Context: an optimization exercise on an open-source flow, tuned for small area and a short achievable clock period. The choices shown serve that exercise and are no tape-out recipe. RTL that was checked went through simulation tests only; none was proved equivalent to the original. No activity file was given, so power comes from the tool's default toggle rates.

Setup of orange:
==> module wavegen, before the edit <==
module wavegen (
    input  wire        clk,
    input  wire        rst,             
    input  wire [7:0]  cmd,
    input  wire        cmd_valid,
    output wire        cmd_ready,
    output reg         pin,
    output wire        running,
    output wire [31:0] freq_out,
    output wire [31:0] inc_out,
    output wire [7:0]  duty_high_out,
    output wire [7:0]  duty_low_out
);
    localparam [20:0] F_MAX = 21'd1_250_000;   
    localparam [34:0] NUM   = 35'd1_562_500;   
    reg [20:0] freq8;        
    reg        inc_sel;
    reg [3:0]  duty_j;       
    reg        run;
    reg        ready;
    reg [20:0] rem_r;        
    reg [13:0] quo;          
    reg [3:0]  dcnt;         
    reg [13:0] clkdiv_m1;    
    reg [13:0] tick_cnt;
    reg [3:0]  pattern_j;
    reg [3:0]  fq0, fq1, fq2, fq3;   
    reg [2:0]  fifo_cnt;
    reg [3:0]  cur_j;
    reg [3:0]  osr_rem;
    wire [11:0] lo_is, lo_il, lo_ds, lo_dl;
    wavegen_addk #(.W(11), .K(11'd125),  .SUB(0)) u_is (.a(freq8[10:0]), .s(lo_is));
    wavegen_addk #(.W(11), .K(11'd1250), .SUB(0)) u_il (.a(freq8[10:0]), .s(lo_il));
    wavegen_addk #(.W(11), .K(11'd125),  .SUB(1)) u_ds (.a(freq8[10:0]), .s(lo_ds));
    wavegen_addk #(.W(11), .K(11'd1250), .SUB(1)) u_dl (.a(freq8[10:0]), .s(lo_dl));
    wire [9:0]  hi_p, hi_m;
    assign hi_p[0] = 1'b1;
    assign hi_m[0] = 1'b1;
    genvar gi;
    generate
        for (gi = 1; gi < 10; gi = gi + 1) begin : g_hi
            assign hi_p[gi] = hi_p[gi-1] &  freq8[10+gi];
            assign hi_m[gi] = hi_m[gi-1] & !freq8[10+gi];
        end
    endgenerate
    wire [3:0] sat = {freq8[20:8] < 13'd5,
                      freq8[20:7] == 14'd0,
                      freq8[20:9] >= 12'd2439,
                      &(freq8 | ~F_MAX)};
    wire [21:0] rem2 = {rem_r, quo[13]};
    wire [21:0] flip;            
    wire        qbit;            
    wavegen_sub22 u_div (.a(rem2), .b({1'b0, freq8}), .x(flip), .nb(qbit));
    wire        dload = !ready && dcnt == 4'd14;
    wire        dstep = !ready && dcnt[3:1] != 3'b111;    
    always @(posedge clk) begin
        if (dload) begin
            rem_r <= NUM[34:14];
            quo   <= NUM[13:0];
        end else begin
            rem_r <= rem2[20:0] ^ ({21{qbit}} & flip[20:0]);
            if (dstep)
                quo <= {quo[12:0], qbit};
        end
    end
    wire [3:0] j_step = (duty_j == 4'd1) ? 4'd2 : (duty_j == 4'd2) ? 4'd3 :
                        (duty_j == 4'd3) ? 4'd4 : (duty_j == 4'd4) ? 4'd5 :
                        (duty_j == 4'd5) ? 4'd6 : (duty_j == 4'd6) ? 4'd7 :
                        (duty_j == 4'd7) ? 4'd8 : (duty_j == 4'd8) ? 4'd9 : 4'd1;
    wire [5:0] dh = (duty_j == 4'd1) ? 6'd5  : (duty_j == 4'd2) ? 6'd10 :
                    (duty_j == 4'd3) ? 6'd15 : (duty_j == 4'd4) ? 6'd20 :
                    (duty_j == 4'd5) ? 6'd25 : (duty_j == 4'd6) ? 6'd30 :
                    (duty_j == 4'd7) ? 6'd35 : (duty_j == 4'd8) ? 6'd40 : 6'd45;
    wire [5:0] dl = (duty_j == 4'd1) ? 6'd45 : (duty_j == 4'd2) ? 6'd40 :
                    (duty_j == 4'd3) ? 6'd35 : (duty_j == 4'd4) ? 6'd30 :
                    (duty_j == 4'd5) ? 6'd25 : (duty_j == 4'd6) ? 6'd20 :
                    (duty_j == 4'd7) ? 6'd15 : (duty_j == 4'd8) ? 6'd10 : 6'd5;
    wire [13:0] tick_dec;
    wire        tk_b;
    wavegen_addk #(.W(14), .K(14'd1), .SUB(1)) u_tk (.a(tick_cnt), .s({tk_b, tick_dec}));
    wire tz   = tk_b;               
    wire rz   = (osr_rem == 4'd0);
    wire pull = tz & rz;
    wire push = !fifo_cnt[2];
    reg [3:0] head;
    always @(*) begin
        case (fifo_cnt[1:0])
            2'd3:    head = fq1;
            2'd2:    head = fq2;
            2'd1:    head = fq3;
            default: head = fq0;
        endcase
    end
    wire pin_tick = rz ? 1'b0 : (osr_rem <= cur_j);
    always @(posedge clk) begin
        if (!run) begin
            tick_cnt <= clkdiv_m1;
            osr_rem  <= 4'd0;
            fifo_cnt <= 3'd0;
        end else begin
            tick_cnt <= tz ? clkdiv_m1 : tick_dec;
            if (tz)
                osr_rem <= rz ? 4'd9 : osr_rem - 4'd1;
            if (push && !pull)
                fifo_cnt <= fifo_cnt + 3'd1;
            else if (pull && !push)
                fifo_cnt <= fifo_cnt - 3'd1;
        end
        if (pull)
            cur_j <= head;
        if (push) begin
            fq3 <= pattern_j;
            fq2 <= fq3;
            fq1 <= fq2;
            fq0 <= fq1;
        end
    end
    wire [20:0] freq8_d;
    wire        inc_sel_d, run_d, ready_d, pin_d, div_load;
    wire [3:0]  duty_j_d;
    wire [3:0]  dcnt_d;
    wavegen_late u_late (
        .rst(rst), .cmd(cmd), .cmd_valid(cmd_valid),
        .ready(ready), .run(run), .pin(pin), .inc_sel(inc_sel),
        .freq8(freq8), .lo_is(lo_is), .lo_il(lo_il), .lo_ds(lo_ds), .lo_dl(lo_dl),
        .hi_p(hi_p), .hi_m(hi_m), .sat(sat),
        .duty_j(duty_j), .j_step(j_step),
        .dcnt(dcnt), .tz(tz), .pin_tick(pin_tick),
        .freq8_d(freq8_d), .inc_sel_d(inc_sel_d), .duty_j_d(duty_j_d),
        .run_d(run_d), .ready_d(ready_d), .dcnt_d(dcnt_d), .pin_d(pin_d),
        .div_load(div_load)
    );
    always @(posedge clk) begin
        freq8   <= freq8_d;
        inc_sel <= inc_sel_d;
        duty_j  <= duty_j_d;
        run     <= run_d;
        ready   <= ready_d;
        dcnt    <= dcnt_d;
        pin     <= pin_d;
        if (div_load) begin
            clkdiv_m1 <= quo;
            pattern_j <= duty_j;
        end
    end
    assign cmd_ready     = ready;
    assign running       = run;
    assign freq_out      = {8'd0, freq8, 3'd0};
    assign inc_out       = inc_sel ? 32'd10_000 : 32'd1_000;
    assign duty_high_out = {1'b0, dh, 1'b0};
    assign duty_low_out  = {1'b0, dl, 1'b0};
endmodule
==> flow/config.mk <==
export PLATFORM = sky130hd
export DESIGN_NAME = wavegen
export DESIGN_NICKNAME = wavegen
export VERILOG_FILES = /design/flow/design.v
export SDC_FILE = /design/flow/constraint.sdc
export NUM_CORES = 4
export LEC_CHECK = 0
export CAP_MARGIN = 20
export CORE_MARGIN = 2
export CORE_UTILIZATION = 70
export CTS_BUF_LIST = sky130_fd_sc_hd__clkbuf_4
export SLEW_MARGIN = 20
==> flow/constraint.sdc <==
create_clock -name core_clock -period 60.0 [get_ports {clk}]
set_input_delay 12.0000 -clock core_clock [delete_from_list [all_inputs] [get_ports {clk}]]
set_output_delay 12.0000 -clock core_clock [all_outputs]
set_load 0.01 [all_outputs]
standard.sh (not shown) runs the stock make flow with config.mk's settings and CLKGATE_MAP_FILE= SYNTH_SCRIPT=/design/flow/synth_recipe.tcl, a recipe that flattens the netlist after the stock synthesis.
==> flow/flow/run.sh <==
#!/bin/bash
# Layout flow: the standard ORFS flow (standard.sh) with the settings in
# flow/extra.mk added on top of the standard flow's config.mk:
#  - SETUP_SLACK_MARGIN: repair_timing keeps working until every path has this
#    much slack at the design's clock period, so the gates on the paths from
#    the inputs and to the outputs get sized and buffered for speed;
#  - ADDER_MAP_FILE empty: Yosys does not extract half/full adder cells, so
#    ABC maps the (ripple) arithmetic to plain gates, which is smaller here;
#  - BUFFER_PORTS_ARGS: the cell the port buffers start from.
# The clock period, constraints and synthesis script are the standard flow's.
set -euo pipefail
W=$(pwd)
{ echo "include $W/config.mk"; cat flow/extra.mk; } > "$W/flow_config.mk"
sed "s#DESIGN_CONFIG=[^ ]*#DESIGN_CONFIG=$W/flow_config.mk#" standard.sh > flow_standard.sh
bash flow_standard.sh > flow_make.log 2>&1
==> flow/flow/extra.mk <==
export SETUP_SLACK_MARGIN = 46.3
export ADDER_MAP_FILE =
export BUFFER_PORTS_ARGS = -buffer_cell sky130_fd_sc_hd__buf_2
export SKIP_REPAIR_TIE_FANOUT = 1
orange completed; timing, DRC and antenna clean
Relative to orange, the following input files were edited for blue:
--- a/flow/design.v
+++ b/flow/design.v
@@ -62,24 +62,18 @@
             if (dstep)
                 quo <= {quo[12:0], qbit};
         end
     end
-    wire [3:0] j_step = (duty_j == 4'd1) ? 4'd2 : (duty_j == 4'd2) ? 4'd3 :
-                        (duty_j == 4'd3) ? 4'd4 : (duty_j == 4'd4) ? 4'd5 :
-                        (duty_j == 4'd5) ? 4'd6 : (duty_j == 4'd6) ? 4'd7 :
-                        (duty_j == 4'd7) ? 4'd8 : (duty_j == 4'd8) ? 4'd9 : 4'd1;
+    wire [3:0] j_step = (duty_j == 4'd9) ? 4'd1 : duty_j + 4'd1;
     wire [5:0] dh = (duty_j == 4'd1) ? 6'd5  : (duty_j == 4'd2) ? 6'd10 :
                     (duty_j == 4'd3) ? 6'd15 : (duty_j == 4'd4) ? 6'd20 :
                     (duty_j == 4'd5) ? 6'd25 : (duty_j == 4'd6) ? 6'd30 :
                     (duty_j == 4'd7) ? 6'd35 : (duty_j == 4'd8) ? 6'd40 : 6'd45;
-    wire [5:0] dl = (duty_j == 4'd1) ? 6'd45 : (duty_j == 4'd2) ? 6'd40 :
-                    (duty_j == 4'd3) ? 6'd35 : (duty_j == 4'd4) ? 6'd30 :
-                    (duty_j == 4'd5) ? 6'd25 : (duty_j == 4'd6) ? 6'd20 :
-                    (duty_j == 4'd7) ? 6'd15 : (duty_j == 4'd8) ? 6'd10 : 6'd5;
+    wire [5:0] dl = 6'd50 - dh;
+    wire tz   = tk_b;               
     wire [13:0] tick_dec;
     wire        tk_b;
     wavegen_addk #(.W(14), .K(14'd1), .SUB(1)) u_tk (.a(tick_cnt), .s({tk_b, tick_dec}));
-    wire tz   = tk_b;               
     wire rz   = (osr_rem == 4'd0);
     wire pull = tz & rz;
     wire push = !fifo_cnt[2];
     reg [3:0] head;
Results
- The non-clock buffer count in blue sits 2.8% below the value recorded for orange.
- Between orange and blue, the flip-flop and latch power does not differ in any meaningful way.
- Between blue and orange, the difference in post-synthesis mux area share is negligible.
- orange → blue: area fraction of clock buffers and clock inverters stayed essentially flat, storage element area has remained practically unchanged, fraction of area in multi-input gates fell by 1.1 points, global-route usage over all layers saw a decrease, synthesized area went down about 2%.
- In blue, the sequential fraction of total cell area came out 0.87 points above the value in orange.
- Number of cells upsized or downsized after cts: blue and orange compared, higher one is orange
For orange, only the layout was checked, not whether the RTL still works.

========
## the previous run
The RTL this note starts from:
==> flow/design.v <==
module wavegen (
    input  wire        clk,
    input  wire        rst,             
    input  wire [7:0]  cmd,
    input  wire        cmd_valid,
    output wire        cmd_ready,
    output reg         pin,
    output wire        running,
    output wire [31:0] freq_out,
    output wire [31:0] inc_out,
    output wire [7:0]  duty_high_out,
    output wire [7:0]  duty_low_out
);
    localparam [20:0] F_MAX = 21'd1_250_000;   
    localparam [34:0] NUM   = 35'd1_562_500;   
    reg [20:0] freq8;        
    reg        inc_sel;
    reg [3:0]  duty_j;       
    reg        run;
    reg        ready;
    reg [20:0] rem_r;        
    reg [13:0] quo;          
    reg [3:0]  dcnt;         
    reg [13:0] clkdiv_m1;    
    reg [13:0] tick_cnt;
    reg [3:0]  pattern_j;
    reg [3:0]  fq0, fq1, fq2, fq3;   
    reg [2:0]  fifo_cnt;
    reg [3:0]  cur_j;
    reg [3:0]  osr_rem;
    wire [11:0] sum_is, sum_il, sum_ds, sum_dl;
    wavegen_addk #(.W(11), .K(11'd125),  .SUB(0)) u_is (.a(freq8[10:0]), .s(sum_is));
    wavegen_addk #(.W(11), .K(11'd1250), .SUB(0)) u_il (.a(freq8[10:0]), .s(sum_il));
    wavegen_addk #(.W(11), .K(11'd125),  .SUB(1)) u_ds (.a(freq8[10:0]), .s(sum_ds));
    wavegen_addk #(.W(11), .K(11'd1250), .SUB(1)) u_dl (.a(freq8[10:0]), .s(sum_dl));
    wire [9:0]  hi_p, hi_m;
    assign hi_p[0] = 1'b1;
    assign hi_m[0] = 1'b1;
    genvar gi;
    generate
        for (gi = 1; gi < 10; gi = gi + 1) begin : g_hi
            assign hi_p[gi] = hi_p[gi-1] &  freq8[10+gi];
            assign hi_m[gi] = hi_m[gi-1] & !freq8[10+gi];
        end
    endgenerate
    wire [3:0] sat = {freq8[20:8] < 13'd5,
                      freq8[20:7] == 14'd0,
                      freq8[20:9] >= 12'd2439,
                      &(freq8 | ~F_MAX)};
    wire [11:0] lo_is = sat[0] ? {1'b0, 11'd720}      : sum_is;
    wire [11:0] lo_il = sat[1] ? {freq8[11], 11'd720} : sum_il;
    wire [11:0] lo_ds = sat[2] ? {1'b0, 11'd125}      : sum_ds;
    wire [11:0] lo_dl = sat[3] ? {1'b0, 11'd125}      : sum_dl;
    wire [21:0] rem2 = {rem_r, quo[13]};
    wire [21:0] flip;            
    wire        qbit;            
    wavegen_sub22 u_div (.a(rem2), .b({1'b0, freq8}), .x(flip), .nb(qbit));
    wire        dload = !ready && dcnt == 4'd14;
    wire        dstep = !ready && dcnt[3:1] != 3'b111;    
    always @(posedge clk) begin
        if (dload) begin
            rem_r <= NUM[34:14];
            quo   <= NUM[13:0];
        end else begin
            rem_r <= rem2[20:0] ^ ({21{qbit}} & flip[20:0]);
            if (dstep)
                quo <= {quo[12:0], qbit};
        end
    end
    wire [3:0] j_step = (duty_j == 4'd9) ? 4'd1 : duty_j + 4'd1;
    wire [5:0] dh = (duty_j == 4'd1) ? 6'd5  : (duty_j == 4'd2) ? 6'd10 :
                    (duty_j == 4'd3) ? 6'd15 : (duty_j == 4'd4) ? 6'd20 :
                    (duty_j == 4'd5) ? 6'd25 : (duty_j == 4'd6) ? 6'd30 :
                    (duty_j == 4'd7) ? 6'd35 : (duty_j == 4'd8) ? 6'd40 : 6'd45;
    wire [5:0] dl = 6'd50 - dh;
    wire tz   = tk_b;               
    wire [13:0] tick_dec;
    wire        tk_b;
    wavegen_addk #(.W(14), .K(14'd1), .SUB(1)) u_tk (.a(tick_cnt), .s({tk_b, tick_dec}));
    wire rz   = (osr_rem == 4'd0);
    wire pull = tz & rz;
    wire push = !fifo_cnt[2];
    reg [3:0] head;
    always @(*) begin
        case (fifo_cnt[1:0])
            2'd3:    head = fq1;
            2'd2:    head = fq2;
            2'd1:    head = fq3;
            default: head = fq0;
        endcase
    end
    wire pin_tick = rz ? 1'b0 : (osr_rem <= cur_j);
    always @(posedge clk) begin
        if (!run) begin
            tick_cnt <= clkdiv_m1;
            osr_rem  <= 4'd0;
            fifo_cnt <= 3'd0;
        end else begin
            tick_cnt <= tz ? clkdiv_m1 : tick_dec;
            if (tz)
                osr_rem <= rz ? 4'd9 : osr_rem - 4'd1;
            if (push && !pull)
                fifo_cnt <= fifo_cnt + 3'd1;
            else if (pull && !push)
                fifo_cnt <= fifo_cnt - 3'd1;
        end
        if (pull)
            cur_j <= head;
        if (push) begin
            fq3 <= pattern_j;
            fq2 <= fq3;
            fq1 <= fq2;
            fq0 <= fq1;
        end
    end
    wire [20:0] freq8_d;
    wire        inc_sel_d, run_d, ready_d, pin_d, div_load;
    wire [3:0]  duty_j_d;
    wire [3:0]  dcnt_d;
    wavegen_late u_late (
        .rst(rst), .cmd(cmd), .cmd_valid(cmd_valid),
        .ready(ready), .run(run), .pin(pin), .inc_sel(inc_sel),
        .freq8(freq8), .lo_is(lo_is), .lo_il(lo_il), .lo_ds(lo_ds), .lo_dl(lo_dl),
        .hi_p(hi_p), .hi_m(hi_m),
        .duty_j(duty_j), .j_step(j_step),
        .dcnt(dcnt), .tz(tz), .pin_tick(pin_tick),
        .freq8_d(freq8_d), .inc_sel_d(inc_sel_d), .duty_j_d(duty_j_d),
        .run_d(run_d), .ready_d(ready_d), .dcnt_d(dcnt_d), .pin_d(pin_d),
        .div_load(div_load)
    );
    always @(posedge clk) begin
        freq8   <= freq8_d;
        inc_sel <= inc_sel_d;
        duty_j  <= duty_j_d;
        run     <= run_d;
        ready   <= ready_d;
        dcnt    <= dcnt_d;
        pin     <= pin_d;
        if (div_load) begin
            clkdiv_m1 <= quo;
            pattern_j <= duty_j;
        end
    end
    assign cmd_ready     = ready;
    assign running       = run;
    assign freq_out      = {8'd0, freq8, 3'd0};
    assign inc_out       = inc_sel ? 32'd10_000 : 32'd1_000;
    assign duty_high_out = {1'b0, dh, 1'b0};
    assign duty_low_out  = {1'b0, dl, 1'b0};
endmodule
module wavegen_late (
    input  wire        rst,
    input  wire [7:0]  cmd,
    input  wire        cmd_valid,
    input  wire        ready,
    input  wire        run,
    input  wire        pin,
    input  wire        inc_sel,
    input  wire [20:0] freq8,
    input  wire [11:0] lo_is, lo_il, lo_ds, lo_dl,
    input  wire [9:0]  hi_p, hi_m,
    input  wire [3:0]  duty_j, j_step,
    input  wire [3:0]  dcnt,
    input  wire        tz,
    input  wire        pin_tick,
    output wire [20:0] freq8_d,
    output wire        inc_sel_d,
    output wire [3:0]  duty_j_d,
    output wire        run_d,
    output wire        ready_d,
    output wire [3:0]  dcnt_d,
    output wire        pin_d,
    output wire        div_load
);
    localparam [20:0] F_MIN = 21'd125;
    localparam [20:0] F_MAX = 21'd1_250_000;
    localparam [20:0] F_RST = 21'd2_500;
    wire acc     = cmd_valid & ready & (cmd[3:1] == 3'b000);
    wire c_fr    = acc & (cmd[7:5] == 3'b001);             
    wire c_sel   = acc & (cmd[7:4] == 4'h4);
    wire acc0    = acc & !cmd[0];
    wire c_start = acc0 & (cmd[7:4] == 4'h1);
    wire c_step  = acc0 & (cmd[7:4] == 4'h5);
    wire c_sync  = acc0 & (cmd[7:4] == 4'h6);
    wire c_stop  = acc0 & (cmd[7:4] == 4'h7);
    wire dec     = cmd[4];
    wire sel     = cmd[0];
    reg [11:0] lo;
    always @(*) begin
        case ({dec, sel})
            2'b00:   begin lo = lo_is; end
            2'b01:   begin lo = lo_il; end
            2'b10:   begin lo = lo_ds; end
            default: begin lo = lo_dl; end
        endcase
    end
    wire        g_inc = c_fr & !dec & lo[11];
    wire        g_dec = c_fr &  dec & lo[11];
    assign freq8_d[10:0]  = rst ? F_RST[10:0] : c_fr ? lo[10:0] : freq8[10:0];
    assign freq8_d[20:11] = rst ? F_RST[20:11] :
                            freq8[20:11] ^ ({10{g_inc}} & hi_p | {10{g_dec}} & hi_m);
    assign inc_sel_d = rst ? 1'b1 : c_sel ? sel : inc_sel;
    assign duty_j_d  = rst ? 4'd5 : c_step ? j_step : duty_j;
    assign run_d     = !rst & (c_start | (run & !c_stop));
    assign ready_d   = !rst & !c_fr & (ready | dcnt == 4'd15);
    assign dcnt_d    = (rst | c_fr) ? 4'd14 : dcnt - 4'd1;
    assign pin_d     = rst ? 1'b0 :
                       !run ? (c_start | pin) :
                       (tz & !c_stop) ? pin_tick : pin;
    assign div_load  = !run | c_sync | c_stop;    
endmodule
module wavegen_addk #(parameter W = 8, parameter [W-1:0] K = 0, parameter SUB = 0) (
    input  wire [W-1:0] a,
    output wire [W:0]   s
);
    wire [W:0] c;
    assign c[0] = 1'b0;
    genvar i;
    generate
        for (i = 0; i < W; i = i + 1) begin : g
            assign s[i] = a[i] ^ K[i] ^ c[i];
            if (SUB == 0)
                assign c[i+1] = K[i] ? (a[i] | c[i]) : (a[i] & c[i]);
            else
                assign c[i+1] = K[i] ? (!a[i] | c[i]) : (!a[i] & c[i]);
        end
    endgenerate
    assign s[W] = c[W];
endmodule
module wavegen_sub22 (
    input  wire [21:0] a,
    input  wire [21:0] b,
    output wire [21:0] x,
    output wire        nb
);
    wire [22:0] c;               
    assign c[0] = 1'b0;
    genvar i;
    generate
        for (i = 0; i < 22; i = i + 1) begin : g
            wire p = a[i] ^ b[i];
            assign x[i]   = b[i] ^ c[i];
            assign c[i+1] = p ? b[i] : c[i];
        end
    endgenerate
    assign nb = !c[22];
endmodule
export LEC_CHECK = 0
export CAP_MARGIN = 20
export CORE_MARGIN = 2
export CORE_UTILIZATION = 70
export CTS_BUF_LIST = sky130_fd_sc_hd__clkbuf_4 sky130_fd_sc_hd__clkbuf_8
export SLEW_MARGIN = 20
create_clock -name core_clock -period 60.0 [get_ports {clk}]
==> flow/flow/extra.mk <==
export SETUP_SLACK_MARGIN = 46.5
export ADDER_MAP_FILE =
export BUFFER_PORTS_ARGS = -buffer_cell sky130_fd_sc_hd__buf_2
export SKIP_REPAIR_TIE_FANOUT = 1
Scripts as last shown in full above: flow/flow/run.sh
### the previous run -> the current run
diff --git a/flow/design.v b/flow/design.v
--- a/flow/design.v
+++ b/flow/design.v
@@ -28,11 +28,11 @@
     reg [2:0]  fifo_cnt;
     reg [3:0]  cur_j;
     reg [3:0]  osr_rem;
-    wire [11:0] sum_is, sum_il, sum_ds, sum_dl;
-    wavegen_addk #(.W(11), .K(11'd125),  .SUB(0)) u_is (.a(freq8[10:0]), .s(sum_is));
-    wavegen_addk #(.W(11), .K(11'd1250), .SUB(0)) u_il (.a(freq8[10:0]), .s(sum_il));
-    wavegen_addk #(.W(11), .K(11'd125),  .SUB(1)) u_ds (.a(freq8[10:0]), .s(sum_ds));
-    wavegen_addk #(.W(11), .K(11'd1250), .SUB(1)) u_dl (.a(freq8[10:0]), .s(sum_dl));
+    wire [11:0] lo_is, lo_il, lo_ds, lo_dl;
+    wavegen_addk #(.W(11), .K(11'd125),  .SUB(0)) u_is (.a(freq8[10:0]), .s(lo_is));
+    wavegen_addk #(.W(11), .K(11'd1250), .SUB(0)) u_il (.a(freq8[10:0]), .s(lo_il));
+    wavegen_addk #(.W(11), .K(11'd125),  .SUB(1)) u_ds (.a(freq8[10:0]), .s(lo_ds));
+    wavegen_addk #(.W(11), .K(11'd1250), .SUB(1)) u_dl (.a(freq8[10:0]), .s(lo_dl));
     wire [9:0]  hi_p, hi_m;
     assign hi_p[0] = 1'b1;
     assign hi_m[0] = 1'b1;
@@ -47,10 +47,6 @@
                       freq8[20:7] == 14'd0,
                       freq8[20:9] >= 12'd2439,
                       &(freq8 | ~F_MAX)};
-    wire [11:0] lo_is = sat[0] ? {1'b0, 11'd720}      : sum_is;
-    wire [11:0] lo_il = sat[1] ? {freq8[11], 11'd720} : sum_il;
-    wire [11:0] lo_ds = sat[2] ? {1'b0, 11'd125}      : sum_ds;
-    wire [11:0] lo_dl = sat[3] ? {1'b0, 11'd125}      : sum_dl;
     wire [21:0] rem2 = {rem_r, quo[13]};
     wire [21:0] flip;            
     wire        qbit;            
@@ -121,7 +117,7 @@
         .rst(rst), .cmd(cmd), .cmd_valid(cmd_valid),
         .ready(ready), .run(run), .pin(pin), .inc_sel(inc_sel),
         .freq8(freq8), .lo_is(lo_is), .lo_il(lo_il), .lo_ds(lo_ds), .lo_dl(lo_dl),
-        .hi_p(hi_p), .hi_m(hi_m),
+        .hi_p(hi_p), .hi_m(hi_m), .sat(sat),
         .duty_j(duty_j), .j_step(j_step),
         .dcnt(dcnt), .tz(tz), .pin_tick(pin_tick),
         .freq8_d(freq8_d), .inc_sel_d(inc_sel_d), .duty_j_d(duty_j_d),
@@ -159,6 +155,7 @@
     input  wire [20:0] freq8,
     input  wire [11:0] lo_is, lo_il, lo_ds, lo_dl,
     input  wire [9:0]  hi_p, hi_m,
+    input  wire [3:0]  sat,
     input  wire [3:0]  duty_j, j_step,
     input  wire [3:0]  dcnt,
     input  wire        tz,
@@ -186,19 +183,19 @@
     wire dec     = cmd[4];
     wire sel     = cmd[0];
     reg [11:0] lo;
+    reg        sat_x;
     always @(*) begin
         case ({dec, sel})
-            2'b00:   begin lo = lo_is; end
-            2'b01:   begin lo = lo_il; end
-            2'b10:   begin lo = lo_ds; end
-            default: begin lo = lo_dl; end
+            2'b00:   begin lo = lo_is; sat_x = sat[0]; end
+            2'b01:   begin lo = lo_il; sat_x = sat[1]; end
+            2'b10:   begin lo = lo_ds; sat_x = sat[2]; end
+            default: begin lo = lo_dl; sat_x = sat[3]; end
         endcase
     end
-    wire        g_inc = c_fr & !dec & lo[11];
-    wire        g_dec = c_fr &  dec & lo[11];
-    assign freq8_d[10:0]  = rst ? F_RST[10:0] : c_fr ? lo[10:0] : freq8[10:0];
-    assign freq8_d[20:11] = rst ? F_RST[20:11] :
-                            freq8[20:11] ^ ({10{g_inc}} & hi_p | {10{g_dec}} & hi_m);
+    wire        cy    = lo[11];
+    wire [9:0]  hi    = freq8[20:11] ^ ({10{cy & !dec}} & hi_p | {10{cy & dec}} & hi_m);
+    wire [20:0] f_new = sat_x ? (dec ? F_MIN : F_MAX) : {hi, lo[10:0]};
+    assign freq8_d   = rst ? F_RST : c_fr ? f_new : freq8;
     assign inc_sel_d = rst ? 1'b1 : c_sel ? sel : inc_sel;
     assign duty_j_d  = rst ? 4'd5 : c_step ? j_step : duty_j;
     assign run_d     = !rst & (c_start | (run & !c_stop));
Findings:
Delta(cell count, the current run - the previous run) < 0
Looking only at ratio of total power to cell area, and setting everything else aside, the lower value of the current run and the previous run goes to the current run.
met3 usage down 0.53 points in the current run wrt the previous run
Combinational power in the current run is about 6.6% lower than in the previous run
The stage delay of the slowest cell on the critical path on the previous run is in line with that on the current run.
[compare] base=the previous run new=the current run: number of logic stages on the critical path including buffering shows an increase of 6, post-layout utilization of the core saw an increase, weighted congestion reported at the end of routability-driven placement now sits lower.
For the previous run, only the layout was checked, not whether the RTL still works.

## port drivers added, routing unchanged
The flow's constraints put no driver on any port. The routed layouts listed below were extracted and timed again, unchanged, in two steps.
Step 1 sets driving cells, clkbuf_16 on the clock port and buf_2 on the other inputs (assumed; they add their load-dependent delay and slew).
Step 2 times the ports against the registers' clock, not the clock port: input delays grow and output delays shrink by t, the midpoint of the rising clock arrivals with the driver on.
Three values: no drivers, after step 1, after step 2; two values: the first two.
run	t (ns)	setup WS [ns]	hold WS [ns]
orange	0.564	46.351 / 46.319 / 45.865	0.426 / 0.426 / 0.426
blue	0.557	46.329 / 46.254 / 45.697	0.414 / 0.414 / 0.414
the previous run	0.471	46.448 / 46.415 / 46.113	0.428 / 0.428 / 0.428
the current run	0.475	46.185 / 46.129 / 45.654	0.428 / 0.428 / 0.428
After both steps every run listed still meets setup and hold. The setup slack of blue, which loses most, moves by -0.075 ns with the drivers and by -0.632 ns with both steps.
